From an optimization exercise on the open Yosys and OpenROAD flow, aimed at a short achievable clock period; shortcuts taken in it are not production practice.
Only simulation tests tie the RTL to the original design; equivalence was not proved.
In every run shown here, the design's own scripts or RTL, not TritonCTS, make the clock network.
The clock input has no modelled driver; a real chip could not lean on it and would need a root buffer or a full tree.
Power figures rest on the tool's default switching activity, not on a simulated workload.

==> design/flow/design.v <==
module ccsds_rx (
    input  wire        clk,
    input  wire        rst,             
    input  wire        in_valid,
    input  wire [7:0]  in_byte,
    input  wire        in_kind,         
    input  wire [8:0]  in_blen,         
    output reg         out_valid,
    output reg  [7:0]  out_byte,
    output reg         out_vc,          
    output reg         done,
    output reg  [1:0]  status,          
    output reg         frame_kind,
    output reg  [8:0]  frame_len,
    output reg  [7:0]  data_len,
    output reg  [15:0] ecf,
    output wire        bp_type,
    output wire [6:0]  bp_apid,
    output wire        bp_ecf_flag,
    output wire [3:0]  tf_tfvn,
    output wire [15:0] tf_scid,
    output wire        tf_sdid,
    output wire [5:0]  tf_vcid,
    output wire [3:0]  tf_mapid,
    output wire        tf_end_flag,
    output wire        tf_bypass,
    output wire        tf_command,
    output wire        tf_ocf,
    output wire [2:0]  tf_vc_length,
    output wire [2:0]  tf_constr_rule,
    output wire [4:0]  tf_protocol_id
);
    localparam [1:0] ST_OK = 2'd0, ST_LEN = 2'd1, ST_CRC = 2'd2;
    function [15:0] crc_step;
        input [15:0] reg_in;
        input [7:0]  b;
        integer k;
        reg [15:0] r;
        begin
            r = reg_in ^ {b, 8'h00};
            for (k = 0; k < 8; k = k + 1) begin
                if (r[15])
                    r = {r[14:0], 1'b0} ^ 16'h1021;
                else
                    r = {r[14:0], 1'b0};
            end
            crc_step = r;
        end
    endfunction
    function [3:0] dec4;                  
        input [3:0] x;
        integer k;
        begin
            dec4 = 4'd0;
            for (k = 0; k < 16; k = k + 1)
                if (x == k) dec4 = k - 1;
        end
    endfunction
    function [3:0] inc4;                  
        input [3:0] x;
        integer k;
        begin
            inc4 = 4'd0;
            for (k = 0; k < 16; k = k + 1)
                if (x == k) inc4 = k + 1;
        end
    endfunction
    function [4:0] dec5;                  
        input [4:0] x;
        input [1:0] d;
        reg [4:0] m1, m2;
        begin
            m1 = x ^ {~x[3] & ~x[2] & ~x[1] & ~x[0], ~x[2] & ~x[1] & ~x[0],
                      ~x[1] & ~x[0], ~x[0], 1'b1};
            m2 = {x[4:1] ^ {~x[3] & ~x[2] & ~x[1], ~x[2] & ~x[1], ~x[1], 1'b1}, x[0]};
            dec5 = d[1] ? m2 : (d[0] ? m1 : x);
        end
    endfunction
    function [3:0] subc4;                 
        input [3:0] x;
        input integer c;
        integer k;
        begin
            subc4 = 4'd0;
            for (k = 0; k < 16; k = k + 1)
                if (x == k) subc4 = k - c;
        end
    endfunction
    function [4:0] inc5;                  
        input [4:0] x;
        begin
            inc5 = x ^ {x[3] & x[2] & x[1] & x[0], x[2] & x[1] & x[0],
                        x[1] & x[0], x[0], 1'b1};
        end
    endfunction
    function lt5;                         
        input [4:0] a, b;
        integer i;
        reg e;
        begin
            lt5 = 1'b0;
            e = 1'b1;
            for (i = 4; i >= 0; i = i - 1) begin
                lt5 = lt5 | (e & ~a[i] & b[i]);
                e = e & ((a[i] & b[i]) | (~a[i] & ~b[i]));
            end
        end
    endfunction
    function lt10v;
        input [4:0] x;
        input [2:0] v;
        integer k;
        begin
            lt10v = (x[4:3] == 2'b00) | (x[4:1] == 4'b0100);
            for (k = 10; k <= 16; k = k + 1)
                lt10v = lt10v | ((x == k) & (v > k - 10));
        end
    endfunction
    reg rst_r;
    always @(posedge clk) rst_r <= rst;
    reg        s_v;
    reg [7:0]  s_b;
    reg        s_k;
    reg [8:0]  s_n;
    reg        s_m1a, s_mcf, s_mfc, s_m1d;
    reg        s_bp_short;      
    reg        s_bp_lastn1;     
    reg [4:0]  s_tf_hi, s_tf_him1, s_tf_him2;
    reg        s_tf_hz, s_tf_hz1;
    reg [15:0] s_tf_oh, s_bp_oh;    
    reg [4:0]  s_bp_hi, s_bp_him1, s_bp_him2;
    reg        s_bp_hz, s_bp_hz1;
    always @(posedge clk) begin
        s_v         <= in_valid & ~rst;
        s_b         <= in_byte;
        s_k         <= in_kind;
        s_n         <= in_blen;
        s_m1a       <= (in_byte == 8'h1A);
        s_mcf       <= (in_byte == 8'hCF);
        s_mfc       <= (in_byte == 8'hFC);
        s_m1d       <= (in_byte == 8'h1D);
        s_bp_short  <= (in_byte[6:2] == 5'd0) & (in_byte[7] | ~(in_byte[1] & in_byte[0]));
        s_bp_lastn1 <= (in_byte[6:0] == 7'd3) & ~in_byte[7];
        s_tf_hi     <= in_blen[8:4];
        s_tf_him1   <= dec5(in_blen[8:4], 2'd1);
        s_tf_him2   <= dec5(in_blen[8:4], 2'd2);
        s_tf_hz     <= (in_blen[8:4] == 5'd0);
        s_tf_oh     <= 16'd1 << in_blen[3:0];
        s_bp_oh     <= 16'd1 << in_byte[3:0];
        s_tf_hz1    <= (in_blen[8:4] == 5'd1);
        s_bp_hi     <= {2'b00, in_byte[6:4]};
        s_bp_him1   <= dec5({2'b00, in_byte[6:4]}, 2'd1);
        s_bp_him2   <= dec5({2'b00, in_byte[6:4]}, 2'd2);
        s_bp_hz     <= (in_byte[6:4] == 3'd0);
        s_bp_hz1    <= (in_byte[6:4] == 3'd1);
    end
    reg        in_frame;
    reg [1:0]  hunt;            
    reg        first;           
    reg        bp1;             
    reg        lastn;           
    reg        kind;
    reg [4:0]  c_hi, c_him1, c_him2;    
    reg        c_hz, c_hz1;             
    reg [15:0] c_lo;            
    reg [3:0]  ix_lo;           
    reg [4:0]  ix_hi, ix_hip1, ix_hip2;
    reg [8:0]  pos;             
    wire fb     = s_v & in_frame;
    wire hb     = s_v & ~in_frame;
    wire s_tf_last0  = s_tf_hz & s_tf_oh[1];    
    wire s_tf_lastn0 = s_tf_hz & s_tf_oh[2];    
    wire lastc  = first ? (s_k & s_tf_last0) : (bp1 ? s_bp_short : lastn);
    wire marker = (hunt == 2'd3) & s_m1d;
    reg [1:0] hunt_next;
    always @(*) begin
        if (hunt == 2'd1 && s_mcf)      hunt_next = 2'd2;
        else if (hunt == 2'd2 && s_mfc) hunt_next = 2'd3;
        else if (s_m1a)                 hunt_next = 2'd1;
        else                            hunt_next = 2'd0;
    end
    wire c_lo0  = c_lo[0];
    wire ix_lo15 = (ix_lo == 4'd15);
    wire c_step = fb & ~first & ~bp1;           
    wire c_load = fb & (first | bp1);
    wire c_wrap = c_step & c_lo0;
    always @(posedge clk) begin
        in_frame <= ~rst_r & ((fb & ~lastc) | (hb & marker) | (~s_v & in_frame));
        hunt     <= {2{~rst_r}} & ((hb) ? (marker ? 2'd0 : hunt_next) : (hunt));
        first    <= ((s_v) ? (~in_frame) : (first));
        bp1      <= ((s_v) ? (in_frame & first & ~s_k) : (bp1));
        pos      <= ((s_v) ? (in_frame ? {pos[7:0], 1'b0} : 9'd1) : (pos));
        ix_lo    <= ((s_v) ? (in_frame ? inc4(ix_lo) : 4'd0) : (ix_lo));
        ix_hi    <= ((hb | (fb & ix_lo15)) ? (in_frame ? ix_hip1 : 5'd0) : (ix_hi));
        ix_hip1  <= ((hb | (fb & ix_lo15)) ? (in_frame ? ix_hip2 : 5'd1) : (ix_hip1));
        ix_hip2  <= ((hb | (fb & ix_lo15)) ? (in_frame ? inc5(ix_hip2) : 5'd2) : (ix_hip2));
        kind     <= ((fb & first) ? (s_k) : (kind));
        lastn    <= 
((fb) ? (first ? (s_k & s_tf_lastn0)                                    : (bp1 ? s_bp_lastn1                                           : (c_hz & (kind ? c_lo[3] : c_lo[4])))) : (lastn));
        c_lo     <= ((fb) ? (first ? s_tf_oh : (bp1 ? s_bp_oh : {c_lo[0], c_lo[15:1]})) : (c_lo));
        c_hi     <= ((c_load | c_wrap) ? (first ? s_tf_hi   : (bp1 ? s_bp_hi   : c_him1)) : (c_hi));
        c_him1   <= ((c_load | c_wrap) ? (first ? s_tf_him1 : (bp1 ? s_bp_him1 : c_him2)) : (c_him1));
        c_him2   <= ((c_load | c_wrap) ? (first ? s_tf_him2 : (bp1 ? s_bp_him2 : dec5(c_him2, 2'd1))) : (c_him2));
        c_hz     <= ((c_load | c_wrap) ? (first ? s_tf_hz   : (bp1 ? s_bp_hz   : c_hz1)) : (c_hz));
        c_hz1    <= ((c_load | c_wrap) ? (first ? s_tf_hz1  : (bp1 ? s_bp_hz1  : (c_him2 == 5'd0))) : (c_hz1));
    end
    reg        t0_v, t0_fr, t0_last, t0_kind, t0_first;
    reg [7:0]  t0_hsel;         
    reg [3:0]  t0_ixlo;
    reg [4:0]  t0_ixhi;
    reg [8:0]  t0_n;
    reg [7:0]  t0_b;
    always @(posedge clk) begin
        t0_v    <= s_v & ~rst_r;
        t0_fr   <= fb;
        t0_last <= lastc;
        t0_first <= first;
        t0_kind <= first ? s_k : kind;
        t0_hsel <= {8{fb}} & pos[7:0];
        t0_ixlo <= ix_lo;
        t0_ixhi <= ix_hi;
        t0_n    <= s_n;
        t0_b    <= s_b;
    end
    reg [7:0]  hdr0, hdr1, hdr2, hdr3, hdr4, hdr5, hdr6;
    reg [8:0]  fn;              
    reg        fkind;
    always @(posedge clk) begin
        hdr0  <= ((t0_hsel[0]) ? (t0_b) : (hdr0));
        fn    <= ((t0_hsel[0]) ? (t0_n) : (fn));
        fkind <= ((t0_hsel[0]) ? (t0_kind) : (fkind));
        hdr1  <= ((t0_hsel[1]) ? (t0_b) : (hdr1));
        hdr2  <= ((t0_hsel[2]) ? (t0_b) : (hdr2));
        hdr3  <= ((t0_hsel[3]) ? (t0_b) : (hdr3));
        hdr4  <= ((t0_hsel[4]) ? (t0_b) : (hdr4));
        hdr5  <= ((t0_hsel[5]) ? (t0_b) : (hdr5));
        hdr6  <= ((t0_hsel[6]) ? (t0_b) : (hdr6));
    end
    reg        t1_v, t1_fr, t1_last, t1_kind, t1_first;
    reg        t1_r0, t1_r1;    
    reg        t1_lt2, t1_lt5, t1_eq4, t1_lt8, t1_ge7;
    reg        t1_small;        
    reg [3:0]  t1_ixlo;
    reg [4:0]  t1_ixhi;
    reg [7:0]  t1_b;
    wire       ixz = (t0_ixhi == 5'd0);
    always @(posedge clk) begin
        t1_v     <= t0_v & ~rst_r;
        t1_fr    <= t0_fr;
        t1_last  <= t0_last;
        t1_first <= t0_first;
        t1_kind  <= t0_kind;
        t1_r0    <= c_hz & (t0_kind ? c_lo[1] : c_lo[2]);
        t1_r1    <= c_hz & (t0_kind ? c_lo[2] : c_lo[3]);
        t1_small <= ixz;
        t1_lt2   <= ixz & ~t0_ixlo[3] & ~t0_ixlo[2] & ~t0_ixlo[1];
        t1_lt5   <= ixz & ~t0_ixlo[3] & (~t0_ixlo[2] | (~t0_ixlo[1] & ~t0_ixlo[0]));
        t1_eq4   <= ixz & (t0_ixlo == 4'd4);
        t1_lt8   <= ixz & ~t0_ixlo[3];
        t1_ge7   <= ~ixz | t0_ixlo[3] | (t0_ixlo[2] & t0_ixlo[1] & t0_ixlo[0]);
        t1_ixlo  <= t0_ixlo;
        t1_ixhi  <= t0_ixhi;
        t1_b     <= t0_b;
    end
    wire        bp_e   = hdr1[7];
    wire [6:0]  bp_l   = hdr1[6:0];
    wire        ef     = hdr3[0];
    wire [2:0]  vl     = hdr6[2:0];
    wire [15:0] tl     = {hdr4, hdr5};
    reg        d_bpe, d_ef, d_kind;
    reg [8:0]  d_flen;
    reg [3:0]  d_vend;          
    reg        a_bperr, a_n4, a_n7, a_n256, a_tlbig, a_tlhz;
    reg [4:0]  a_tl5;
    reg [2:0]  a_vl;
    reg        a_gthi, a_eqhi;              
    reg [3:0]  a_tlo, a_nlo;
    reg [4:0]  a_lmhi;
    reg [3:0]  a_lm2lo, a_lm1lo;
    reg        a_lm2b, a_lm1b;
    always @(posedge clk) begin
        d_bpe     <= bp_e;
        d_ef      <= ef;
        d_kind    <= fkind;
        d_vend    <= subc4({1'b0, vl}, -7);
        d_flen    <= !fkind ? {2'b00, bp_l} : (ef ? fn : tl[8:0]);
        a_bperr   <= (bp_l[6:2] == 5'd0) & (bp_e | ~bp_l[1]);
        a_n4      <= (fn[8:2] == 7'd0);
        a_n7      <= (fn[8:3] == 6'd0) & ~(fn[2] & fn[1] & fn[0]);
        a_n256    <= fn[8] & (fn[7:0] != 8'd0);
        a_tlbig   <= (tl[15:9] != 7'd0) | (tl[8] & (tl[7:0] != 8'd0));
        a_tlhz    <= (tl[15:5] == 11'd0);
        a_tl5     <= tl[4:0];
        a_vl      <= vl;
        a_gthi    <= lt5(fn[8:4], tl[8:4]);
        a_eqhi    <= (tl[8:4] == fn[8:4]);
        a_tlo     <= tl[3:0];
        a_nlo     <= fn[3:0];
        a_lmhi    <= tl[8:4];
        a_lm2lo   <= subc4(tl[3:0], 2);
        a_lm2b    <= (tl[3:1] == 3'd0);
        a_lm1lo   <= dec4(tl[3:0]);
        a_lm1b    <= (tl[3:0] == 4'd0);
    end
    reg        e_lenerr0;       
    reg        e_tlgtn;         
    reg        e_tlsmall;       
    reg [8:0]  e_lm2, e_lm1;    
    reg        e_kind, e_ef;
    always @(posedge clk) begin
        if (!d_kind)
            e_lenerr0 <= a_bperr;
        else if (d_ef)
            e_lenerr0 <= a_n4 | a_n7 | a_n256;
        else
            e_lenerr0 <= a_n4 | a_n7 | a_tlbig;
        e_tlsmall <= a_tlhz & lt10v(a_tl5, a_vl);
        e_tlgtn <= a_gthi | (a_eqhi & lt5({1'b0, a_nlo}, {1'b0, a_tlo}));
        e_lm2   <= {dec5(a_lmhi, {1'b0, a_lm2b}), a_lm2lo};
        e_lm1   <= {dec5(a_lmhi, {1'b0, a_lm1b}), a_lm1lo};
        e_kind  <= d_kind;
        e_ef    <= d_ef;
    end
    reg        d_lenerr;
    always @(posedge clk)
        d_lenerr <= e_lenerr0 | (e_kind & ~e_ef & (e_tlgtn | e_tlsmall));
    reg        t2_v, t2_fr, t2_last, t2_kind, t2_first;
    reg        t2_r0, t2_r1, t2_lt2, t2_lt5, t2_eq4, t2_lt8, t2_ge7, t2_small;
    reg [3:0]  t2_ixlo;
    reg [4:0]  t2_ixhi;
    reg [7:0]  t2_b;
    always @(posedge clk) begin
        t2_v     <= t1_v & ~rst_r;
        t2_fr    <= t1_fr;
        t2_last  <= t1_last;
        t2_first <= t1_first;
        t2_kind  <= t1_kind;
        t2_r0    <= t1_r0;
        t2_r1    <= t1_r1;
        t2_lt2   <= t1_lt2;
        t2_lt5   <= t1_lt5;
        t2_eq4   <= t1_eq4;
        t2_lt8   <= t1_lt8;
        t2_ge7   <= t1_ge7;
        t2_small <= t1_small;
        t2_ixlo  <= t1_ixlo;
        t2_ixhi  <= t1_ixhi;
        t2_b     <= t1_b;
    end
    reg        t3_v, t3_fr, t3_last, t3_kind, t3_first;
    reg        t3_r0, t3_r1, t3_lt2, t3_lt5, t3_eq4, t3_lt8, t3_ge7;
    reg        t3_m2hi_eq, t3_m2hi_lt, t3_m2lo_eq, t3_m2lo_lt;
    reg        t3_m1hi_eq, t3_m1lo_eq;
    reg        t3_vlt, t3_veq;    
    reg [7:0]  t3_b;
    always @(posedge clk) begin
        t3_v       <= t2_v & ~rst_r;
        t3_fr      <= t2_fr;
        t3_last    <= t2_last;
        t3_first   <= t2_first;
        t3_kind    <= t2_kind;
        t3_r0      <= t2_r0;
        t3_r1      <= t2_r1;
        t3_lt2     <= t2_lt2;
        t3_lt5     <= t2_lt5;
        t3_eq4     <= t2_eq4;
        t3_lt8     <= t2_lt8;
        t3_ge7     <= t2_ge7;
        t3_m2hi_eq <= (t2_ixhi == e_lm2[8:4]);
        t3_m2hi_lt <= lt5(t2_ixhi, e_lm2[8:4]);
        t3_m2lo_eq <= (t2_ixlo == e_lm2[3:0]);
        t3_m2lo_lt <= lt5({1'b0, t2_ixlo}, {1'b0, e_lm2[3:0]});
        t3_m1hi_eq <= (t2_ixhi == e_lm1[8:4]);
        t3_m1lo_eq <= (t2_ixlo == e_lm1[3:0]);
        t3_vlt     <= t2_small & lt5({1'b0, t2_ixlo}, {1'b0, d_vend});
        t3_veq     <= t2_small & (t2_ixlo == d_vend);
        t3_b       <= t2_b;
    end
    wire m2_lt = t3_m2hi_lt | (t3_m2hi_eq & t3_m2lo_lt);     
    wire m2_eq = t3_m2hi_eq & t3_m2lo_eq;                    
    wire m1_eq = t3_m1hi_eq & t3_m1lo_eq;                    
    wire r_ge2 = ~t3_r0 & ~t3_r1;
    reg  c_range, c_data, c_vc, c_thi, c_tlo, c_df;
    always @(*) begin
        c_range = 1'b0; c_data = 1'b0; c_vc = 1'b0;
        c_thi = 1'b0; c_tlo = 1'b0; c_df = 1'b0;
        if (!t3_kind) begin
            c_range = t3_lt2 | r_ge2;
            c_data  = ~t3_lt2 & (~d_bpe | r_ge2);
            c_thi   = ~t3_lt2 & d_bpe & t3_r1;
            c_tlo   = ~t3_lt2 & d_bpe & t3_r0;
        end else if (d_ef) begin
            c_range = r_ge2;
            c_data  = ~t3_lt5 & r_ge2;
            c_tlo   = t3_r1;
            c_thi   = t3_r0;
            c_df    = t3_eq4;
        end else begin
            c_range = t3_lt8 | m2_lt;
            c_vc    = t3_ge7 & t3_vlt;
            c_df    = t3_veq;
            c_data  = ~t3_vlt & ~t3_veq & m2_lt;
            c_thi   = m2_eq;
            c_tlo   = m1_eq;
        end
    end
    wire       t3_f = t3_v & t3_fr;
    reg        t4_upd, t4_hold, t4_f, t4_last, t4_kind, t4_pay, t4_vc;
    reg        t4_thi, t4_tlo, t4_df;
    reg [7:0]  t4_b;
    reg [15:0] t4_u;
    always @(posedge clk) begin
        t4_upd  <= t3_f & c_range & ~rst_r;
        t4_hold <= ~t3_v | rst_r | (t3_fr & ~c_range);
        t4_f    <= t3_f & ~rst_r;
        t4_last <= t3_last;
        t4_kind <= t3_kind;
        t4_pay  <= t3_f & ~rst_r & (c_data | c_vc) & ~d_lenerr;
        t4_vc   <= c_vc;
        t4_thi  <= c_thi;
        t4_tlo  <= c_tlo;
        t4_df   <= c_df;
        t4_b    <= t3_b;
        t4_u    <= crc_step(16'h0000, t3_b);
    end
    reg [15:0] crc;
    reg [7:0]  thi, tlo, hdf;
    reg        eqhi, eqlo;
    always @(posedge clk) begin
        out_valid <= t4_pay & ~rst & ~rst_r;
        out_byte  <= t4_b;
        out_vc    <= t4_vc;
        crc <= ({16{t4_upd}} & (crc_step(crc, 8'h00) ^ t4_u)) |
               ({16{t4_hold}} & crc);
        thi  <= ((t4_f & t4_thi) ? (t4_b) : (thi));
        eqhi <= ((t4_f & t4_thi) ? ((t4_b == crc[15:8])) : (eqhi));
        tlo  <= ((t4_f & t4_tlo) ? (t4_b) : (tlo));
        eqlo <= ((t4_f & t4_tlo) ? (t4_b == crc[7:0]) : (eqlo));
        hdf  <= ((t4_f & t4_df) ? (t4_b) : (hdf));
    end
    reg [3:0]  dc_lo, dc_hi;
    reg        t4_data, t4_first;
    always @(posedge clk) begin
        t4_data  <= c_data;
        t4_first <= t3_first;
    end
    wire       dc_cnt = t4_f & t4_data;
    wire [7:0] dl_next = {((dc_cnt & (dc_lo == 4'd15)) ? (inc4(dc_hi)) : (dc_hi)),
                          ((dc_cnt) ? (inc4(dc_lo)) : (dc_lo))};
    always @(posedge clk) begin
        dc_lo <= (t4_f & t4_first) ? 4'd0 : dl_next[3:0];
        dc_hi <= (t4_f & t4_first) ? 4'd0 : dl_next[7:4];
    end
    reg        t5_end, t5_kind, t5_lenerr;
    always @(posedge clk) begin
        t5_end    <= t4_f & t4_last & ~rst_r;
        t5_kind   <= t4_kind;
        t5_lenerr <= d_lenerr;
    end
    reg [7:0] o_h0, o_h1, o_h2, o_h3, o_h6, o_df, o_bp0;
    reg       o_bp1;
    always @(posedge clk) begin
        done <= t5_end & ~rst & ~rst_r;
        if (t5_lenerr)
            status <= ST_LEN;
        else if ((t5_kind | d_bpe) && !(eqhi && eqlo))
            status <= ST_CRC;
        else
            status <= ST_OK;
        frame_kind <= t5_kind;
        frame_len  <= d_flen;
        data_len   <= dl_next;
        ecf        <= {thi, tlo};
        o_h0 <= hdr0 & {8{fkind}};
        o_h1 <= hdr1 & {8{fkind}};
        o_h2 <= hdr2 & {8{fkind}};
        o_h3 <= hdr3 & {8{fkind}};
        o_h6 <= hdr6 & {8{fkind}};
        o_bp0 <= hdr0 & {8{~fkind}};
        o_bp1 <= hdr1[7] & ~fkind;
        o_df <= hdf & {8{fkind}};
    end
    assign bp_type        = o_bp0[7];
    assign bp_apid        = o_bp0[6:0];
    assign bp_ecf_flag    = o_bp1;
    assign tf_tfvn        = o_h0[7:4];
    assign tf_scid        = {o_h0[3:0], o_h1, o_h2[7:4]};
    assign tf_sdid        = o_h2[3];
    assign tf_vcid        = {o_h2[2:0], o_h3[7:5]};
    assign tf_mapid       = o_h3[4:1];
    assign tf_end_flag    = o_h3[0];
    assign tf_bypass      = o_h6[7];
    assign tf_command     = o_h6[6];
    assign tf_ocf         = o_h6[3];
    assign tf_vc_length   = o_h6[2:0];
    assign tf_constr_rule = o_df[7:5];
    assign tf_protocol_id = o_df[4:0];
endmodule
==> design/flow/flow/run.sh <==
#!/bin/bash
# The standard layout (standard.sh), with one change: the clock tree is built
# by flow/clocktree.tcl (run as ORFS's pre-CTS hook) in place of
# clock_tree_synthesis: the clock port drives 4 root inverters (inv_16), each drives
# 8 leaf inverters, each a compact group of flip-flops, so every flip-flop
# sees the clock through two inversions. All of make's output goes to
# flow_make.log; each ORFS step keeps its own log under orfs/logs.
set -euo pipefail
export PRE_CTS_TCL="$PWD/flow/clocktree.tcl"
export CT_ROOTS=4 CT_LEAVES=32
export CT_ROOT_CELL=sky130_fd_sc_hd__inv_16 CT_LEAF_CELL=sky130_fd_sc_hd__clkinv_8
bash standard.sh finish > flow_make.log 2>&1
==> design/flow/flow/clocktree.tcl <==
# Pre-CTS hook: a two-level clock tree built by hand. The clock port drives
# a few root buffers, each root a few leaf buffers, each leaf a compact
# group of flip-flops (recursive bisection of the flip-flop positions).
# Every flip-flop is two cells from the port (two buffers, or two inverters
# with CT_ROOT_CELL / CT_LEAF_CELL), so the clock arrives at all
# of them at about the same time. clock_tree_synthesis then has nothing to do.

set ::ct_roots  [expr {[info exists ::env(CT_ROOTS)]  ? $::env(CT_ROOTS)  : 2}]
set ::ct_leaves [expr {[info exists ::env(CT_LEAVES)] ? $::env(CT_LEAVES) : 16}]
set ::ct_rmaster [expr {[info exists ::env(CT_ROOT_CELL)] ? $::env(CT_ROOT_CELL) : "sky130_fd_sc_hd__clkbuf_16"}]
set ::ct_lmaster [expr {[info exists ::env(CT_LEAF_CELL)] ? $::env(CT_LEAF_CELL) : "sky130_fd_sc_hd__clkbuf_16"}]

set ::ct_block [ord::get_db_block]
set ::ct_db    [ord::get_db]
set ::ct_clk   [$::ct_block findNet clk]
set ::ct_rbuf  [$::ct_db findMaster $::ct_rmaster]
set ::ct_lbuf  [$::ct_db findMaster $::ct_lmaster]

proc ct_center {it} {
    set inst [$it getInst]
    set bb [$inst getBBox]
    return [list [expr {([$bb xMin] + [$bb xMax]) / 2}] [expr {([$bb yMin] + [$bb yMax]) / 2}]]
}

# split a list of {x y item} into 2^levels groups of equal size
proc ct_bisect {pts levels} {
    if {$levels == 0 || [llength $pts] < 2} { return [list $pts] }
    set xs [lmap p $pts {lindex $p 0}]
    set ys [lmap p $pts {lindex $p 1}]
    set dx [expr {[tcl::mathfunc::max {*}$xs] - [tcl::mathfunc::min {*}$xs]}]
    set dy [expr {[tcl::mathfunc::max {*}$ys] - [tcl::mathfunc::min {*}$ys]}]
    set k [expr {$dx >= $dy ? 0 : 1}]
    set s [lsort -integer -index $k $pts]
    set h [expr {[llength $s] / 2}]
    return [concat [ct_bisect [lrange $s 0 [expr {$h - 1}]] [expr {$levels - 1}]] \
                   [ct_bisect [lrange $s $h end] [expr {$levels - 1}]]]
}

proc ct_centroid {pts} {
    set sx 0; set sy 0
    foreach p $pts { set sx [expr {$sx + [lindex $p 0]}]; set sy [expr {$sy + [lindex $p 1]}] }
    set n [llength $pts]
    return [list [expr {$sx / $n}] [expr {$sy / $n}]]
}

proc ct_make_buf {master name x y} {
    set inst [odb::dbInst_create $::ct_block $master $name]
    set w [$master getWidth]
    set h [$master getHeight]
    $inst setLocation [expr {$x - $w / 2}] [expr {$y - $h / 2}]
    $inst setPlacementStatus PLACED
    return $inst
}

proc ct_out {inst} {
    foreach it [$inst getITerms] {
        if {[$it isOutputSignal]} { return $it }
    }
    error "clocktree: no output on [$inst getName]"
}

proc ct_make_net {name} {
    
    set net [odb::dbNet_create $::ct_block $name]
    $net setSigType CLOCK
    return $net
}

set sinks {}
foreach it [$::ct_clk getITerms] {
    lappend sinks [concat [ct_center $it] [list $it]]
}
puts "clocktree: [llength $sinks] sinks, $::ct_roots roots, $::ct_leaves leaves"

set per_root [expr {$::ct_leaves / $::ct_roots}]
set root_levels [expr {int(round(log($::ct_roots) / log(2)))}]
set leaf_levels [expr {int(round(log($per_root) / log(2)))}]
set ri 0
set li 0
foreach rgroup [ct_bisect $sinks $root_levels] {
    set lgroups [ct_bisect $rgroup $leaf_levels]
    set lcent {}
    foreach g $lgroups { lappend lcent [ct_centroid $g] }
    set rc [ct_centroid $lcent]
    set rnet [ct_make_net "clknet_root_$ri"]
    set rinst [ct_make_buf $::ct_rbuf "clkbuf_root_$ri" {*}$rc]
    [$rinst findITerm A] connect $::ct_clk
    [ct_out $rinst] connect $rnet
    foreach g $lgroups c $lcent {
        set lnet [ct_make_net "clknet_leaf_$li"]
        set linst [ct_make_buf $::ct_lbuf "clkbuf_leaf_$li" {*}$c]
        [$linst findITerm A] connect $rnet
        [ct_out $linst] connect $lnet
        foreach p $g {
            set it [lindex $p 2]
            $it disconnect
            $it connect $lnet
        }
        incr li
    }
    incr ri
}
global_connect
set_propagated_clock [all_clocks]

# the tree is built: clock_tree_synthesis has nothing left to do, and an
# inverter pair in the tree must stay as it is
proc repair_clock_inverters {args} {
    puts "clocktree: repair_clock_inverters skipped"
}
proc clock_tree_synthesis {args} {
    puts "clocktree: clock_tree_synthesis skipped, tree built by hand"
}
==> design/flow/standard.sh <==
#!/bin/bash
# synth_recipe.tcl (not shown) runs the flow's synth.tcl, then flattens the netlist and writes it again
# the make line also repeats each setting of config.mk as NAME=value (left out here)
make -C /OpenROAD-flow-scripts/flow DESIGN_CONFIG=/design/flow/config.mk WORK_HOME=/design/flow/orfs CLKGATE_MAP_FILE= SYNTH_SCRIPT=/design/flow/synth_recipe.tcl "${@:-finish}"
==> design/flow/config.mk <==
export PLATFORM = sky130hd
export DESIGN_NAME = ccsds_rx
export DESIGN_NICKNAME = ccsds_rx
export VERILOG_FILES = /design/flow/design.v
export SDC_FILE = /design/flow/constraint.sdc
export NUM_CORES = 4
export LEC_CHECK = 0
export ABC_CLOCK_PERIOD_IN_PS = 1100
export CAP_MARGIN = 20
export CORE_MARGIN = 2
export CORE_UTILIZATION = 70
export SETUP_SLACK_MARGIN = 3.0
export SLEW_MARGIN = 20
export TNS_END_PERCENT = 100
==> design/flow/constraint.sdc <==
create_clock -name core_clock -period 4.0 [get_ports {clk}]
set_input_delay 0.8000 -clock core_clock [delete_from_list [all_inputs] [get_ports {clk}]]
set_output_delay 0.8000 -clock core_clock [all_outputs]
set_load 0.01 [all_outputs]
==> summary.txt, run 1 <==
- The placed wire-length estimate after detailed placement is 21000 um.
- The slew at the pin closest to its max-slew limit is around 0.64 ns.
- The first global-routing pass estimated about 62000 um of wire.
- The share of the Yosys chip area taken by registers is 0.756.
- The total congestion overflow is 0.
- The number of antenna diodes in the final layout is 0.
- Entering global routing, the biggest net connects 59 pins.
- Setup repair after global routing could not meet its margin everywhere.
- The layout net count is between 1.5k and 2k.
- The top achievable clock speed is 0.633 GHz.
- The startpoint identified for the worst hold timing path is t2_lt5.
- Setup total negative slack on the finished layout was measured at 0 ns.
- The initial antenna violation count came to 1.
- The final number of hold-violating endpoints is 0.
- The share of synthesized registers carrying an async set or reset is 0.
- Measured along the x axis, the die boundary spans roughly 160 um.
- Leaving out fill and tap cells, the most frequent cell in the layout is sky130_fd_sc_hd__dfxtp_1.
- The mean area per synthesized cell is around 14 um^2.
- The register bit count reported by yosys is ~570.
- The final setup violation count is 0.
- The clock-pin slew of the registers on the worst-case setup and hold paths is 0.08 ns.
- The footprint of the multi-input gates is 5500 um^2.
- The final weighted congestion in routability-driven placement is 0.798.
- The routed design could run at a clock period as short as ~1.6 ns.
- The flow ran to the end and the layout has no timing, DRC or antenna violations.
- Among all flip-flop cells after synthesis, the most frequent one is sky130_fd_sc_hd__dfxtp_1.
- For this block, the via count after detailed routing is approximately 12k.
- On the worst path, the slowest cell contributes a delay of about 0.51 ns.
- Dividing the detail-routed wire length by the instance count gives between 30 and 40 um.
- The path with the worst hold slack has its endpoint at t3_lt5.
- The detailed-routing iteration count for the pre-antenna-repair pass is 5.
- The kind of start point of the critical path is a register.
- The power density of the placed cells is 393 nW/um^2.
- In this run the vertical extent of the chip is 160 um.
- The detailed router finished its first iteration with roughly 1.5k violations.
- Along the worst path, the maximum fanout reaches 4.
- Counting every net in the synthesized netlist gives about 1.3k.
- In the final layout, the share of cells above drive strength 1 is 0.479.
- The register area is 13100 um^2.
- The slack of the worst reg-to-reg path is ~2.4 ns.
- The data arrival at the endpoint of the critical path is 1.47 ns.
- The synthesized design contains about 140 enable-type register cells.
- The least setup slack across all paths after layout is approximately 2.4 ns.
- The combinational power share is 0.043.
- The internal power of the cells totals between 6 and 7 mW.
- Counting instances, the worst hold path has a depth of 0.
- The area of the die is 25600 um^2.
- The mapped netlist covers 17000 um^2.
- Once detail routing completed, the nets flagged for antenna violations numbered 0.
- The critical path class is reg2reg.
- The number of primary I/O pins is approximately 120.
- The via count of the first global-routing pass is 10.8k.
- For this run, the number of Yosys warnings is 1.
- Dividing the final minimum period by the clock period gives 0.395.
- In the layout the commonest cells are sky130_fd_sc_hd__dfxtp_1 (267), sky130_fd_sc_hd__buf_6 (157), sky130_fd_sc_hd__edfxtp_1 (142), sky130_fd_sc_hd__dfxtp_2 (136), sky130_fd_sc_hd__buf_4 (83).
- The number of slew-limit violations in the final report is 0.
- The number of cells on the worst reg-to-reg path is 3.
- The total number of placement rows is 57.
- The area growth from synthesis to layout is 35.6%.
- The reg-to-reg critical path startpoint is c_him2[0].
- The analysis attributes to net switching a power of roughly 2.5 mW.
- After filler insertion, the fill cell instance count of the layout stands at between 400 and 500.
- The reported max-cap violation count is 0.
- The floorplan step defined a core boundary enclosing approximately 24000 um^2.
- The worst setup path is captured at a register.
- The wire length after detailed routing is 56500 um.
- The clock share of power is 0.286.
- Data on the critical path is required at its endpoint by just under 4 ns.
- The end of the worst register-to-register path is c_him2[3].
- The kind of path behind the tightest hold check is reg2reg.
- The worst-case setup slack after placement is about 1.8 ns.
- The count of input and output buffers is 122.
- Of the total power, registers draw 0.672.
- The clock latency on the worst-skew pair is between 0.15 and 0.2 ns.
- The peak supply drop is between 0.3 and 0.4 mV.
- The tightest slew margin relative to the limit is 0.573.
- The distinct cell type count after synthesis is 63.
- Clock skew on the completed layout was measured at between 0.01 and 0.015 ns.
- In the synthesized netlist, the number of instances is approximately 1.2k.
- Walking the worst path, the cells encountered are o31a_1, o31ai_2, nand2_1.
- In the routed design, unresolved DRC markers number 0.
- The slowest stage of the critical path is the sky130_fd_sc_hd__edfxtp_1 cell.
- Of the total power, the share spent switching nets is 0.276.
- The via-per-instance ratio is roughly 6.4.
- The initial core utilization is 0.706.
- The leakage power figure is roughly 9.0 nW.
- The total routing resource utilization after global routing is 0.312.
-- critical path, delay by kind of cell, from the launching register on --
family,cells,cell delay [ns]
DFF,1,0.51
and+or+nand+nor,1,0.15
AOI/OAI and AO/OA,2,0.66
-- through the flow --
stage               std cells  hold slack, ns  instance area, um^2  power (mW)  utilization
floorplan                1241           0.310                17700        6.31            -
finish                   1855           0.325                23100        9.08        0.957
global placement         1655           0.310                19000        6.40        0.789
detailed placement       1655           0.312                19000        6.41        0.789
global route             1855           0.330                23100        9.24        0.957
CTS                      1800           0.323                21600        8.76        0.895
-- cells in the mapped netlist, types with 2 or more instances --
cell type | number | area share
sky130_fd_sc_hd__dfxtp_1 | 429 | 0.50
sky130_fd_sc_hd__edfxtp_1 | 142 | 0.25
sky130_fd_sc_hd__nand2_1 | 76 | 0.017
sky130_fd_sc_hd__and2_1 | 66 | 0.024
sky130_fd_sc_hd__nor2_1 | 56 | 0.012
sky130_fd_sc_hd__xnor2_1 | 54 | 0.028
sky130_fd_sc_hd__o21ai_0 | 50 | 0.015
sky130_fd_sc_hd__inv_1 | 41 | 0.0090
sky130_fd_sc_hd__xor2_1 | 37 | 0.019
sky130_fd_sc_hd__mux2i_1 | 36 | 0.021
sky130_fd_sc_hd__nor2b_1 | 29 | 0.011
sky130_fd_sc_hd__clkbuf_1 | 24 | 0.0053
sky130_fd_sc_hd__nand2b_1 | 22 | 0.0081
sky130_fd_sc_hd__nor3_1 | 22 | 0.0065
sky130_fd_sc_hd__a21oi_1 | 21 | 0.0062
sky130_fd_sc_hd__ha_1 | 10 | 0.0074
sky130_fd_sc_hd__nand4_1 | 10 | 0.0037
sky130_fd_sc_hd__nor4_1 | 10 | 0.0037
sky130_fd_sc_hd__and3_1 | 9 | 0.0033
sky130_fd_sc_hd__nand3_1 | 9 | 0.0026
sky130_fd_sc_hd__buf_2 | 8 | 0.0024
sky130_fd_sc_hd__a21boi_0 | 7 | 0.0031
sky130_fd_sc_hd__a31oi_1 | 5 | 0.0018
sky130_fd_sc_hd__nor3b_1 | 5 | 0.0022
sky130_fd_sc_hd__o22ai_1 | 4 | 0.0015
sky130_fd_sc_hd__a211o_1 | 3 | 0.0015
sky130_fd_sc_hd__a211oi_1 | 3 | 0.0013
sky130_fd_sc_hd__a22o_1 | 3 | 0.0015
sky130_fd_sc_hd__nor4b_1 | 3 | 0.0015
sky130_fd_sc_hd__or4_1 | 3 | 0.0013
sky130_fd_sc_hd__maj3_1 | 2 | 0.0012
sky130_fd_sc_hd__mux2_2 | 2 | 0.0013
sky130_fd_sc_hd__nand3b_1 | 2 | 0.00088
sky130_fd_sc_hd__o211ai_1 | 2 | 0.00088
sky130_fd_sc_hd__o21bai_1 | 2 | 0.00088
sky130_fd_sc_hd__o221ai_1 | 2 | 0.0010
sky130_fd_sc_hd__o31a_1 | 2 | 0.0010
sky130_fd_sc_hd__o31ai_1 | 2 | 0.00088
sky130_fd_sc_hd__or2_2 | 2 | 0.00074
sky130_fd_sc_hd__or3_1 | 2 | 0.00074
sky130_fd_sc_hd__or4_4 | 2 | 0.0013
-- worst max path at each step --
stage	startpoint	cells after the start	slack (ns)	end
floorplan	in_byte[2]	3	2.52	s_bp_lastn1
global placement	in_byte[1]	3	1.84	s_m1d
detailed placement	in_byte[0]	3	1.78	s_m1a
CTS	in_blen[5]	3	2.53	s_tf_hz1
global route	c_him2[1]	3	2.42	c_him2[3]
finish	c_him2[0]	3	2.42	c_him2[3]
-- logic make-up (layout without fill, tap and decap cells) --
group / count (synthesis) / after routing / share of synthesized area
adder cells (fa/ha/maj): 12 / 12 / 0.00853
AND/OR/NAND/NOR: 337 / 341 / 0.106
XOR/XNOR: 91 / 91 / 0.0469
AO/OA/AOI/OAI: 115 / 115 / 0.0420
buffers and inverters: 77 / 363 / 0.0181
flip-flops: 571 / 571 / 0.756
multiplexers: 38 / 38 / 0.0225
-- power groups by stage --
stage | registers, mW | clock network (mW) | logic (mW)
after floorplan | 6.17 | 0 | 0.135
after global placement | 6.21 | 0 | 0.191
after detailed placement | 6.21 | 0 | 0.198
after CTS | 6.07 | 2.41 | 0.284
after global routing | 6.10 | 2.74 | 0.398
final | 6.09 | 2.59 | 0.387
-- state kept, by name, summed over array words and instances, names as in the netlist, 16 cells and up --
name / count
s_tf_oh: 16
c_lo: 16
s_bp_oh: 16
ecf: 16
crc: 16
-- repair_timing --
item	CTS	global route
hold buffers	0	0
endpoints found under the setup margin	430	386
setup buffers	101	48
resized for setup	865	214
cloned	8	7
pin swaps	92	93
-- final cells by class --
class,count,area share
repair buffers,284,0.140
inverters,78,0.0352
multi-input cells,597,0.238
repair inverters,1,0.000325
well taps,324,0.0176
flip-flops and latches,571,0.569
-- metal layers --
metal,track usage,part of all wire,up-vias
li1,-,-,4757
met1,0.385,0.33,5772
met2,0.564,0.50,995
met3,0.0369,0.090,346
met4,0.126,0.083,0
met5,0,0,-
==> inputs of run 2 (changes only) <==
==> design/flow/flow/run.sh (replaced) <==
#!/bin/bash
# The standard layout (standard.sh), with one change: the clock tree is built
# by flow/clocktree.tcl (run as ORFS's pre-CTS hook) in place of
# clock_tree_synthesis: the clock port drives 4 root inverters, each drives
# 8 leaf inverters, each a compact group of flip-flops, so every flip-flop
# sees the clock through two inversions. All of make's output goes to
# flow_make.log; each ORFS step keeps its own log under orfs/logs.
set -euo pipefail
export PRE_CTS_TCL="$PWD/flow/clocktree.tcl"
export CT_ROOTS=4 CT_LEAVES=32
export CT_ROOT_CELL=sky130_fd_sc_hd__clkinv_16 CT_LEAF_CELL=sky130_fd_sc_hd__clkinv_8
bash standard.sh finish > flow_make.log 2>&1
==> summary.txt, run 2 <==
- The clock share of power is 0.293 (was 0.286).
- The distinct cell type count after synthesis is 63 (unchanged).
- The share of post-route cells with drive strength above 1 is 0.488 (was 0.479).
- The power density of the placed cells came to 398 nW/um^2 (was 393 nW/um^2).
- The via-per-instance ratio is 7.05 (was 6.40).
- The cell with the largest stage delay on the worst path is sky130_fd_sc_hd__a221o_1 (was sky130_fd_sc_hd__edfxtp_1).
- The core footprint is 24100 um^2 (unchanged).
- The total internal power came to 6.58 mW (was 6.57 mW).
- The via count of the first global-routing pass is 10.5k (was 10.8k).
- The total routing resource utilization after global routing is 0.301 (was 0.312).
- The detailed-routing iteration count for the pre-antenna-repair pass is 9 (was 5).
- The critical path's top delay family is compound AO/OA/AOI/OAI gates (unchanged).
- The mean area per synthesized cell is 13.7 um^2 (unchanged).
- The clock-pin slew of the registers on the worst-case setup and hold paths is 0.08 ns (about the same).
- The maximum number of pins on one net before global-route repair was 59 (unchanged).
- Leading cell types in the layout, fill and taps excluded: sky130_fd_sc_hd__dfxtp_1 (264), sky130_fd_sc_hd__buf_6 (160), sky130_fd_sc_hd__edfxtp_1 (142), sky130_fd_sc_hd__dfxtp_2 (137), sky130_fd_sc_hd__buf_4 (77) (was sky130_fd_sc_hd__dfxtp_1 (267), sky130_fd_sc_hd__buf_6 (157), sky130_fd_sc_hd__edfxtp_1 (142), sky130_fd_sc_hd__dfxtp_2 (136), sky130_fd_sc_hd__buf_4 (83)).
- The maximum fanout encountered on the critical timing path is 3 (was 4).
- The global routing met1 resource utilization is 0.382 (was 0.385).
- The global-route wire length before repair is 59500 um (was 61600 um).
- The critical path depth in cells is 5 (was 3).
- The number of primary I/O pins came to 123 (unchanged).
- Result of the run: timing/DRC/antenna clean (unchanged).
- The cell with the most instances after synthesis is sky130_fd_sc_hd__dfxtp_1 (unchanged).
- The tightest slew margin relative to the limit was 0.493 (was 0.573).
- The setup TNS after final layout came to 0 ns (unchanged).
- The count of input and output buffers is 122 (unchanged).
- The data arrival at the endpoint of the critical path is 2.22 ns (was 1.47 ns).
- The cell area after placement is 19000 um^2 (unchanged).
- The prevailing post-synth register cell is sky130_fd_sc_hd__dfxtp_1 (unchanged).
- The reported max-cap violation count is 0 (unchanged).
- The final number of hold-violating endpoints came to 0 (unchanged).
- The leakage power figure is 9.04 nW (was 9.00 nW).
- The count of filler cells inserted in the layout is 411 (was 472).
- The remaining routing DRC violations came to 0 (unchanged).
- The number of warning messages in the yosys log came to 1 (unchanged).
- The die outline height is 160 um (unchanged).
- The wire length after detailed routing is 71000 um (was 56500 um).
- The non-filler instance count after layout is 1859 (was 1855).
- The top achievable clock speed is 0.477 GHz (was 0.633 GHz).
- The slew at the pin closest to its max-slew limit was 0.759 ns (was 0.639 ns).
- The clock skew is 0.0278 ns (was 0.0106 ns).
- The design area was 23200 um^2 (was 23100 um^2).
- The final setup violation count is 0 (unchanged).
- The critical path buffer and inverter count came to 1 (was 0).
- The synthesized net count is 1272 (unchanged).
- The number of slew-limit violations in the final report is 0 (unchanged).
- The kind of end point of the critical path is a register (unchanged).
- The cell area after technology mapping is 17000 um^2 (unchanged).
- The peak supply drop is 0.425 mV (was 0.353 mV).
- The area of the die is 25600 um^2 (unchanged).
- The initial antenna violation count is 1 (unchanged).
- The kind of path behind the tightest hold check is reg2reg (unchanged).
- The met2 usage in global routing is 0.528 (was 0.564).
- The net switching power is 2.66 mW (was 2.50 mW).
- The number of cells traversed by the worst hold path came to 0 (unchanged).
- The leading area contributor after synthesis is sky130_fd_sc_hd__dfxtp_1 (unchanged).
- The antenna violation net count after detailed routing is 0 (unchanged).
- The mean routed wirelength per cell is 38.2 um (was 30.5 um).
- The path depth of the worst reg2reg path is 5 (was 3).
- The die boundary width came to 160 um (unchanged).
- The final weighted congestion in routability-driven placement is 0.798 (unchanged).
- The total congestion overflow is 0 (unchanged).
- Top cells by count, synth: sky130_fd_sc_hd__dfxtp_1 (429), sky130_fd_sc_hd__edfxtp_1 (142), sky130_fd_sc_hd__nand2_1 (76) (unchanged).
- The kind of start point of the critical path is a register (unchanged).
- The initial core utilization was 0.706 (unchanged).
- The layout net count is 1564 (unchanged).
- The share of synthesized registers carrying an async set or reset is 0 (unchanged).
- The register bit count reported by yosys came to 571 (unchanged).
- The proportion of synthesized chip area in sequential cells is 0.756 (unchanged).
- The critical path class is reg2reg (unchanged).
- Biggest area contributors in the synthesized netlist: sky130_fd_sc_hd__dfxtp_1 (50%), sky130_fd_sc_hd__edfxtp_1 (25%), sky130_fd_sc_hd__xnor2_1 (2.8%) (unchanged).
- The number of instances in the placed design was 1655 (unchanged).
- The proportion of total power due to net switching is 0.288 (was 0.276).
- The number of enable-type register cells in the synthesized netlist is 142 (unchanged).
- The number of vias after detailed routing is 13.1k (was 11.9k).
- Unrepaired setup endpoints after global routing: true (unchanged).
- The combinational power share is 0.046 (was 0.043).
- The number of standard cells after synthesis is 1241 (unchanged).
- The final clock period utilization by the worst path is 0.524 (was 0.395).
- The most congested layer reported by global routing is met2 (unchanged).
- The growth of design area from synthesis to finish came to 36.4% (was 35.6%).
- The total number of placement rows is 57 (unchanged).
- The placed wire-length estimate after detailed placement is 21000 um (unchanged).
- The final cell utilization of the core is 0.962 (was 0.957).
- The delay of the slowest cell on the worst path was 0.45 ns (was 0.51 ns).
- The met3 global-route usage is 0.0319 (was 0.0369).
- The sequential power share is 0.662 (was 0.672).
- The commonest non-fill, non-tap cell in the layout was sky130_fd_sc_hd__dfxtp_1 (unchanged).
- Crit-path cells: inv_2, ha_4, o21ai_2, a221o_1, nor3_2 (was o31a_1, o31ai_2, nand2_1).
- The area share of the largest cell type after synthesis is 0.505 (unchanged).
- The first-iteration detailed-routing DRC count came to 2379 (was 1456).
- The time the final worst path needs with I/O delays and setup is 2.10 ns (was 1.58 ns).
- The critical path required time is 4.12 ns (was 3.89 ns).
- The clock latency on the worst-skew pair is 0.26 ns (was 0.17 ns).
-- run 2: what timing repair did --
action | in CTS | in global routing
hold buffers | 0 | 0
endpoints found under the setup margin | 430 | 383
buffers inserted | 102 | 47
pin swaps | 88 | 91
gates cloned | 9 | 6
gates resized for setup | 869 | 242
-- run 2: per-layer routing --
layer / routed length [um] / vias up
met5: 94 / -
met4: 8390 / 6
met3: 9580 / 644
met2: 31900 / 1596
met1: 21000 / 6120
li1: - / 4749
-- run 2: power by group through the flow --
| stage | clock network, mW | logic (mW) | registers, mW |
|---|---|---|---|
| floorplan | 0 | 0.135 | 6.17 |
| global placement | 0 | 0.191 | 6.21 |
| detailed placement | 0 | 0.198 | 6.21 |
| CTS | 2.42 | 0.284 | 6.07 |
| global route | 2.81 | 0.420 | 6.10 |
| finish | 2.70 | 0.421 | 6.11 |
-- run 2: cell families (layout without fill, tap and decap cells) --
| logic type | count (synthesis) | in the layout | share of synthesized area |
|---|---|---|---|
| adder cells (fa/ha/maj) | 12 | 12 | 0.00853 |
| AND/OR/NAND/NOR | 337 | 341 | 0.106 |
| buffers and inverters | 77 | 363 | 0.0181 |
| multiplexers | 38 | 38 | 0.0225 |
| XOR/XNOR | 91 | 91 | 0.0469 |
| flip-flops | 571 | 571 | 0.756 |
| other | 0 | 4 | 0 |
| AO/OA/AOI/OAI | 115 | 115 | 0.0420 |
-- run 2: cell type report --
cell class,instances,area (um^2),area share
inverters,78,851,0.0367
well taps,324,405,0.0175
repair buffers,284,3240,0.140
repair inverters,1,7.51,0.000324
multi-input cells,597,5550,0.239
diodes,4,10.0,0.000432
flip-flops and latches,571,13100,0.566
-- run 2: final timing paths --
kind / from / to / slack [ns]
setup / recovery: fn[8] / a_eqhi / 1.90
hold / removal: d_flen[7] / frame_len[7] / 0.33
hold reg to reg: d_flen[7] / frame_len[7] / 0.33
setup reg to reg: fn[8] / a_eqhi / 1.90
-- run 2: stage by stage --
stage	hold WS [ns]	total power, mW	setup slack [ns]
6_report	0.329	9.24	1.90
5_1_grt	0.337	9.33	1.83
4_1_cts	0.324	8.77	2.51
3_5_place_dp	0.312	6.41	1.78
3_3_place_gp	0.310	6.40	1.84
2_1_floorplan	0.310	6.31	2.52
==> inputs of run 3 (changes only) <==
--- a/design/flow/config.mk
+++ b/design/flow/config.mk
@@ -9,5 +9,6 @@
 export CAP_MARGIN = 20
 export CORE_MARGIN = 2
-export CORE_UTILIZATION = 70
+export CORE_UTILIZATION = 60
+export PLACE_DENSITY = 0.75
 export SETUP_SLACK_MARGIN = 3.0
 export SLEW_MARGIN = 20
==> summary.txt, run 3 <==
- Result of the run: timing/DRC/antenna clean (unchanged).
- Leading cell types in the layout, fill and taps excluded: sky130_fd_sc_hd__dfxtp_1 (269), sky130_fd_sc_hd__buf_6 (159), sky130_fd_sc_hd__edfxtp_1 (142), sky130_fd_sc_hd__dfxtp_2 (130), sky130_fd_sc_hd__buf_4 (71) (was sky130_fd_sc_hd__dfxtp_1 (264), sky130_fd_sc_hd__buf_6 (160), sky130_fd_sc_hd__edfxtp_1 (142), sky130_fd_sc_hd__dfxtp_2 (137), sky130_fd_sc_hd__buf_4 (77)).
- The leakage power figure is 9.26 nW (was 9.04 nW).
- The cell area after technology mapping is 17000 um^2 (unchanged).
- The die boundary width is 172 um (was 160 um).
- The cell with the most instances after synthesis is sky130_fd_sc_hd__dfxtp_1 (unchanged).
- The via count of the first global-routing pass is 10.0k (was 10.5k).
- The power density of the placed cells is 377 nW/um^2 (was 398 nW/um^2).
- The reported max-cap violation count is 0 (unchanged).
- The delay of the slowest cell on the worst path is 0.48 ns (was 0.45 ns).
- The number of warning messages in the yosys log is 1 (unchanged).
- The kind of start point of the critical path is a register (unchanged).
- The final weighted congestion in routability-driven placement is 0.842 (was 0.798).
- The synthesized net count is 1272 (unchanged).
- The area of the die is 29700 um^2 (was 25600 um^2).
- The initial core utilization came to 0.611 (was 0.706).
- The total number of placement rows is 61 (was 57).
- The final worst hold slack came to 0.321 ns (was 0.329 ns).
- Top cells by count, synth: sky130_fd_sc_hd__dfxtp_1 (429), sky130_fd_sc_hd__edfxtp_1 (142), sky130_fd_sc_hd__nand2_1 (76) (unchanged).
- Unrepaired setup endpoints after global routing: true (unchanged).
- The antenna violation net count after detailed routing is 0 (unchanged).
- The via-per-instance ratio came to 5.55 (was 7.05).
- The top achievable clock speed is 0.632 GHz (was 0.477 GHz).
- The data arrival at the endpoint of the critical path is 1.55 ns (was 2.22 ns).
- The global-route wire length before repair is 55700 um (was 59500 um).
- The register area was 13100 um^2 (about the same).
- The final clock period utilization by the worst path is 0.395 (was 0.524).
- The layout net count is 1575 (was 1564).
- The growth of design area from synthesis to finish is 38.9% (was 36.4%).
- The mean routed wirelength per cell came to 23.5 um (was 38.2 um).
- The number of vias after detailed routing is 10.7k (was 13.1k).
- Crit-path cells: buf_4, nor4_4, xor2_1, o21ai_1, nand2_1 (was inv_2, ha_4, o21ai_2, a221o_1, nor3_2).
- The mean area per synthesized cell is 13.7 um^2 (unchanged).
- The number of standard cells after synthesis is 1241 (unchanged).
- The distinct cell type count after synthesis came to 63 (unchanged).
- The commonest non-fill, non-tap cell in the layout is sky130_fd_sc_hd__dfxtp_1 (unchanged).
- The prevailing post-synth register cell is sky130_fd_sc_hd__dfxtp_1 (unchanged).
- The footprint of the multi-input gates came to 5570 um^2 (was 5550 um^2).
- The remaining routing DRC violations is 0 (unchanged).
- The wire length after detailed routing was 45100 um (was 71000 um).
- The register bit count reported by yosys is 571 (unchanged).
- The count of input and output buffers is 122 (unchanged).
- The share of synthesized registers carrying an async set or reset came to 0 (unchanged).
- The initial antenna violation count was 1 (unchanged).
- The worst-case setup slack after placement came to 1.83 ns (was 1.78 ns).
- The number of primary I/O pins is 123 (unchanged).
- The total routing resource utilization after global routing was 0.248 (was 0.301).
- The critical path class is reg2reg (unchanged).
- The total congestion overflow came to 0 (unchanged).
- The clock latency on the worst-skew pair is 0.24 ns (was 0.26 ns).
- The maximum number of pins on one net before global-route repair is 47 (was 59).
- The slew at the pin closest to its max-slew limit is 0.643 ns (was 0.759 ns).
- The non-filler instance count after layout came to 1921 (was 1859).
- The number of instances in the placed design is 1709 (was 1655).
- The area share of the largest cell type after synthesis was 0.505 (unchanged).
- The kind of end point of the critical path is a register (unchanged).
- The number of enable-type register cells in the synthesized netlist is 142 (unchanged).
- The number of slew-limit violations in the final report is 0 (unchanged).
- The time the final worst path needs with I/O delays and setup is 1.58 ns (was 2.10 ns).
- The proportion of synthesized chip area in sequential cells came to 0.756 (unchanged).
- The placed wire-length estimate after detailed placement came to 21500 um (was 21000 um).
- The critical path's top delay family is flip-flops (was compound AO/OA/AOI/OAI gates).
- The clock-pin slew of the registers on the worst-case setup and hold paths was 0.08 ns (about the same).
- The share of post-route cells with drive strength above 1 is 0.514 (was 0.488).
- The die outline height was 172 um (was 160 um).
- The maximum fanout encountered on the critical timing path is 4 (was 3).
- The first-iteration detailed-routing DRC count was 990 (was 2379).
- The leading area contributor after synthesis is sky130_fd_sc_hd__dfxtp_1 (unchanged).
- The count of filler cells inserted in the layout was 1198 (was 411).
- The final cell utilization of the core is 0.848 (was 0.962).
- The cell with the largest stage delay on the worst path is sky130_fd_sc_hd__edfxtp_1 (was sky130_fd_sc_hd__a221o_1).
- The final number of hold-violating endpoints is 0 (unchanged).
- The tightest slew margin relative to the limit is 0.571 (was 0.493).
- Biggest area contributors in the synthesized netlist: sky130_fd_sc_hd__dfxtp_1 (50%), sky130_fd_sc_hd__edfxtp_1 (25%), sky130_fd_sc_hd__xnor2_1 (2.8%) (unchanged).
- The core footprint is 27900 um^2 (was 24100 um^2).
- The kind of path behind the tightest hold check is reg2reg (unchanged).
- The setup TNS after final layout was 0 ns (unchanged).
- The peak supply drop is 0.369 mV (was 0.425 mV).
- The clock skew is 0.0259 ns (was 0.0278 ns).
- The least setup slack across all paths after layout is 2.42 ns (was 1.90 ns).
- The critical path required time is 3.97 ns (was 4.12 ns).
- The detailed-routing iteration count for the pre-antenna-repair pass is 6 (was 9).
- The hold-fix buffer count after cts is 0 (unchanged).
- The critical path buffer and inverter count is 1 (unchanged).
- The final setup violation count was 0 (unchanged).
run 3: cell counts after synthesis:
No cell type changed its count.
run 3: cells by family (layout without fill, tap and decap cells):
kind of cell	count (synthesis)	after routing	synth area share
AOI/OAI and AO/OA	115	115	0.0420
xor gates and xnor gates	91	91	0.0469
adders and majority gates	12	12	0.00853
buffers and inverters	77	374	0.0181
DFF	571	571	0.756
muxes	38	38	0.0225
other	0	1	0
and+or+nand+nor	337	341	0.106
run 3: worst reg2reg max path: stages, from the launching register on:
cell,delay (ns)
sky130_fd_sc_hd__edfxtp_1,0.48
sky130_fd_sc_hd__buf_4,0.18
sky130_fd_sc_hd__nor4_4,0.22
sky130_fd_sc_hd__xor2_1,0.12
sky130_fd_sc_hd__o21ai_1,0.20
sky130_fd_sc_hd__nand2_1,0.11
run 3: per-stage QoR:
| stage | power [mW] | cell area, um^2 |
|---|---|---|
| after floorplan | 6.31 | 17700 |
| after global placement | 6.40 | 19100 |
| after detailed placement | 6.41 | 19100 |
| after CTS | 8.79 | 21900 |
| after global routing | 9.19 | 23600 |
| final | 8.91 | 23600 |
run 3: path summary, 6_finish.rpt:
check             start          to  slack (ns)  depth (start not counted)
max           c_him2[0]   c_him2[4]        2.42                          5
min reg2reg  t1_ixhi[0]  t2_ixhi[0]        0.32                          0
max reg2reg   c_him2[0]   c_him2[4]        2.42                          5
min          t1_ixhi[0]  t2_ixhi[0]        0.32                          0
run 3: what timing repair did:
| item | in CTS | in global routing |
|---|---|---|
| resized for setup | 868 | 277 |
| pin swaps | 88 | 92 |
| gates cloned | 14 | 12 |
| endpoints found under the setup margin | 482 | 409 |
| buffers inserted | 106 | 43 |
run 3: area by class of cell:
type | instances | share of cell area
timing repair buffer | 294 | 0.151
antenna | 1 | 0.000106
inverter | 78 | 0.0365
timing repair inverter | 2 | 0.000689
tap | 378 | 0.0200
sequential | 571 | 0.556
multi-input combinational | 597 | 0.236
run 3: per-layer routing:
layer / track usage / routed length (um) / vias up
met2: 0.450 / 23400 / 486
met4: 0.0786 / 2140 / 0
met5: 0 / 0 / -
met3: 0.0323 / 2540 / 142
li1: - / - / 4759
met1: 0.308 / 17000 / 5272
run 3: where the power goes:
group	internal (mW)	switching (mW)
logic	0.203	0.164
clock network	0.398	2.07
registers	5.98	0.0951
total	6.58	2.33
==> inputs of run 4 (changes only) <==
--- a/design/flow/config.mk
+++ b/design/flow/config.mk
@@ -10,5 +10,4 @@
 export CORE_MARGIN = 2
 export CORE_UTILIZATION = 60
-export PLACE_DENSITY = 0.75
 export SETUP_SLACK_MARGIN = 3.0
 export SLEW_MARGIN = 20
==> summary.txt, run 4 <==
- Result of the run: timing/DRC/antenna clean (unchanged).
- The remaining routing DRC violations was 0 (unchanged).
- The wire length the detailed router placed on met1 was 16200 um (was 17000 um).
- The first-iteration detailed-routing DRC count is 747 (was 990).
- The area share of the largest cell type after synthesis is 0.505 (unchanged).
- The cell with the largest stage delay on the worst path is sky130_fd_sc_hd__dfxtp_2 (was sky130_fd_sc_hd__edfxtp_1).
- The reported max-cap violation count is 0 (unchanged).
- The initial antenna violation count is 0 (was 1).
- The uppermost metal layer occupied by signal nets is met4 (unchanged).
- The routed length on met2 came to 20600 um (was 23400 um).
- The clock share of power is 0.272 (was 0.277).
- The register bit count reported by yosys came to 571 (unchanged).
- The slack of the worst reg-to-reg path is 2.58 ns (was 2.42 ns).
- Leading cell types in the layout, fill and taps excluded: sky130_fd_sc_hd__dfxtp_1 (267), sky130_fd_sc_hd__buf_6 (151), sky130_fd_sc_hd__edfxtp_1 (142), sky130_fd_sc_hd__dfxtp_2 (136), sky130_fd_sc_hd__buf_4 (68) (was sky130_fd_sc_hd__dfxtp_1 (269), sky130_fd_sc_hd__buf_6 (159), sky130_fd_sc_hd__edfxtp_1 (142), sky130_fd_sc_hd__dfxtp_2 (130), sky130_fd_sc_hd__buf_4 (71)).
- The setup TNS after final layout is 0 ns (unchanged).
- The total congestion overflow is 0 (unchanged).
- The final clock period utilization by the worst path is 0.374 (was 0.395).
- The top achievable clock speed came to 0.668 GHz (was 0.632 GHz).
- The number of vias after detailed routing is 10.2k (was 10.7k).
- The number of warning messages in the yosys log was 1 (unchanged).
- The number of standard cells after synthesis is 1241 (unchanged).
- The clock-pin slew of the registers on the worst-case setup and hold paths is 0.07 ns (was 0.08 ns).
- The worst-case setup slack after placement was 1.83 ns (about the same).
- The leading area contributor after synthesis was sky130_fd_sc_hd__dfxtp_1 (unchanged).
- The sequential power share is 0.689 (was 0.682).
- The proportion of synthesized chip area in sequential cells is 0.756 (unchanged).
- The cell with the most instances after synthesis is sky130_fd_sc_hd__dfxtp_1 (unchanged).
- The global-route wire length before repair is 53200 um (was 55700 um).
- The via-per-instance ratio came to 5.35 (was 5.55).
- The peak supply drop is 0.385 mV (was 0.369 mV).
- The antenna violation net count after detailed routing was 0 (unchanged).
- The count of input and output buffers is 122 (unchanged).
- The cell area after technology mapping is 17000 um^2 (unchanged).
- The synthesized net count is 1272 (unchanged).
- The distinct cell type count after synthesis is 63 (unchanged).
- The growth of design area from synthesis to finish is 37.4% (was 38.9%).
- The final weighted congestion in routability-driven placement is 0.824 (was 0.842).
- The final cell utilization of the core came to 0.839 (was 0.848).
- The commonest non-fill, non-tap cell in the layout is sky130_fd_sc_hd__dfxtp_1 (unchanged).
- Biggest area contributors in the synthesized netlist: sky130_fd_sc_hd__dfxtp_1 (50%), sky130_fd_sc_hd__edfxtp_1 (25%), sky130_fd_sc_hd__xnor2_1 (2.8%) (unchanged).
- The critical path required time came to 3.20 ns (was 3.97 ns).
- The core footprint came to 27900 um^2 (unchanged).
- The mean area per synthesized cell is 13.7 um^2 (unchanged).
- The maximum number of pins on one net before global-route repair came to 41 (was 47).
- The number of slew-limit violations in the final report came to 0 (unchanged).
- The power density of the placed cells is 377 nW/um^2 (about the same).
- The end of the worst register-to-register path was a_n7 (was c_him2[4]).
- The total routing resource utilization after global routing is 0.236 (was 0.248).
- The number of enable-type register cells in the synthesized netlist is 142 (unchanged).
- The share of post-route cells with drive strength above 1 came to 0.507 (was 0.514).
- The combinational power share is 0.038 (was 0.041).
- The share of synthesized registers carrying an async set or reset came to 0 (unchanged).
- The met3 wire length is 1910 um (was 2540 um).
- The proportion of total power due to net switching is 0.255 (was 0.261).
- The layout net count is 1555 (was 1575).
- The via count of the first global-routing pass came to 9768 (was 10.0k).
- The leakage power figure was 9.08 nW (was 9.26 nW).
- The total internal power came to 6.57 mW (was 6.58 mW).
- The critical path class is reg2out (was reg2reg).
- The number of cells traversed by the worst hold path was 0 (unchanged).
- The tightest slew margin relative to the limit is 0.608 (was 0.571).
- The data arrival at the endpoint of the critical path is 0.70 ns (was 1.55 ns).
- Top cells by count, synth: sky130_fd_sc_hd__dfxtp_1 (429), sky130_fd_sc_hd__edfxtp_1 (142), sky130_fd_sc_hd__nand2_1 (76) (unchanged).
- The delay of the slowest cell on the worst path came to 0.36 ns (was 0.48 ns).
- The critical path depth in cells is 1 (was 5).
- The kind of end point of the critical path is an output pin (was register).
- The clock skew is 0.0116 ns (was 0.0259 ns).
- Crit-path cells: buf_6 (was buf_4, nor4_4, xor2_1, o21ai_1, nand2_1).
- The final setup violation count was 0 (unchanged).
- The number of primary I/O pins is 123 (unchanged).
- The mean routed wirelength per cell is 21.2 um (was 23.5 um).
- The path depth of the worst reg2reg path is 4 (was 5).
- The die outline height came to 172 um (unchanged).
- Unrepaired setup endpoints after global routing: true (unchanged).
- The placed wire-length estimate after detailed placement is 21100 um (was 21500 um).
- The reg-to-reg critical path startpoint is fn[4] (was c_him2[0]).
- The least setup slack across all paths after layout is 2.50 ns (was 2.42 ns).
- The die boundary width was 172 um (unchanged).
- The prevailing post-synth register cell is sky130_fd_sc_hd__dfxtp_1 (unchanged).
- The kind of start point of the critical path was a register (unchanged).
- The net switching power was 2.25 mW (was 2.33 mW).
- The final worst hold slack is 0.326 ns (was 0.321 ns).
- The kind of path behind the tightest hold check is reg2reg (unchanged).
- The initial core utilization was 0.611 (unchanged).
- The destination of the worst hold path is t2_ixhi[3] (was t2_ixhi[0]).
- The slew at the pin closest to its max-slew limit came to 0.587 ns (was 0.643 ns).
- The critical path's top delay family is flip-flops (unchanged).
- The clock latency on the worst-skew pair was 0.23 ns (was 0.24 ns).
- The critical path buffer and inverter count is 1 (unchanged).
- The total number of placement rows is 61 (unchanged).
- The maximum fanout encountered on the critical timing path was 1 (was 4).
- The final number of hold-violating endpoints was 0 (unchanged).
- The detailed-routing iteration count for the pre-antenna-repair pass was 5 (was 6).
- The area of the die is 29700 um^2 (unchanged).
- The wire length after detailed routing is 40300 um (was 45100 um).
- The origin of the worst min-delay path is t1_ixhi[3] (was t1_ixhi[0]).
- The time the final worst path needs with I/O delays and setup came to 1.50 ns (was 1.58 ns).
==> run 4: changes by cell type in the layout (fill, tap and decap cells not counted), moves of 7 or more <==
| cell | previous run | this run |
|---|---|---|
| sky130_fd_sc_hd__and2_4 | 64 | 56 |
| sky130_fd_sc_hd__o21ai_2 | 17 | 10 |
| sky130_fd_sc_hd__buf_6 | 159 | 151 |
| sky130_fd_sc_hd__o21ai_1 | 20 | 31 |
| sky130_fd_sc_hd__nand2_4 | 2 | 11 |
| sky130_fd_sc_hd__and2_1 | 6 | 14 |
==> run 4: worst max-delay path by stage <==
| stage | from | end | slack [ns] |
|---|---|---|---|
| after detailed placement | in_byte[1] | s_mcf | 1.83 |
| final | o_h3[5] | tf_vcid[0] | 2.50 |
| after global routing | c_him2[0] | c_him2[4] | 2.48 |
| after global placement | in_byte[1] | s_m1d | 1.87 |
| after floorplan | in_byte[2] | s_bp_lastn1 | 2.52 |
| after CTS | o_h3[5] | tf_vcid[0] | 2.52 |
==> run 4: cell type report <==
| cell class | count | area (um^2) |
|---|---|---|
| Sequential cell | 571 | 13100 |
| Timing Repair inverter | 1 | 5.00 |
| Inverter | 78 | 853 |
| Timing Repair Buffer | 275 | 3270 |
| Antenna cell | 1 | 2.50 |
| Multi-Input combinational cell | 597 | 5640 |
| Fill cell | 1350 | 4490 |
| Tap cell | 378 | 473 |
==> run 4: metal layers <==
layer	GRT usage	vias to the layer above
met1	0.311	5028
met5	0	-
met3	0.0227	86
met2	0.415	333
met4	0.0705	0
li1	-	4725
==> run 4: logic make-up (layout without fill, tap and decap cells) <==
| kind of cell | after synthesis | count (layout) | share of synthesized area |
|---|---|---|---|
| DFF | 571 | 571 | 0.756 |
| adders and majority gates | 12 | 12 | 0.00853 |
| buffers and inverters | 77 | 354 | 0.0181 |
| xor gates and xnor gates | 91 | 91 | 0.0469 |
| muxes | 38 | 38 | 0.0225 |
| other | 0 | 1 | 0 |
| AOI/OAI and AO/OA | 115 | 115 | 0.0420 |
| and+or+nand+nor | 337 | 341 | 0.106 |
==> run 4: power groups by stage <==
stage	combinational, mW	clock (mW)	sequential [mW]
5_1_grt	0.361	2.66	6.09
4_1_cts	0.282	2.43	6.07
3_5_place_dp	0.198	0	6.21
3_3_place_gp	0.193	0	6.21
2_1_floorplan	0.135	0	6.17
6_report	0.339	2.40	6.08
==> run 4: what timing repair did <==
| action | in CTS | in global routing |
|---|---|---|
| buffers inserted | 100 | 34 |
| gates resized for setup | 882 | 259 |
| hold buffers | 0 | 0 |
| cloned | 9 | 12 |
| setup endpoints to repair | 497 | 412 |
| pin swaps | 92 | 79 |
==> run 4: stage by stage <==
step           instances  power (mW)  area [um^2]
2_1_floorplan       1241        6.31        17700
3_3_place_gp        1709        6.40        19100
3_5_place_dp        1709        6.41        19100
4_1_cts             1854        8.78        21800
5_1_grt             1900        9.11        23400
6_report            1901        8.82        23400

==> static timing again, ports no longer ideal <==
The results above use ideal ports. As a check the final layouts listed here were re-extracted and re-timed, cells and wires unchanged.
Step 1, drivers: a clkbuf_16 drives clk and a buf_2 each remaining input, both assumed.
Step 2 times the ports against the registers' clock, not the clock port: input delays grow and output delays shrink by t, the midpoint of the rising clock arrivals with the driver on.
Three values: ideal, step 1, step 2; two values: the first two.
run	t (ns)	setup WS [ns]
run 1	0.379	2.421 / 2.345 / 2.293
run 2	0.512	1.904 / 1.903 / 1.903
run 3	0.464	2.418 / 2.262 / 2.356
run 4	0.460	2.504 / 2.265 / 2.359
After both steps setup and hold are still met in every run listed.
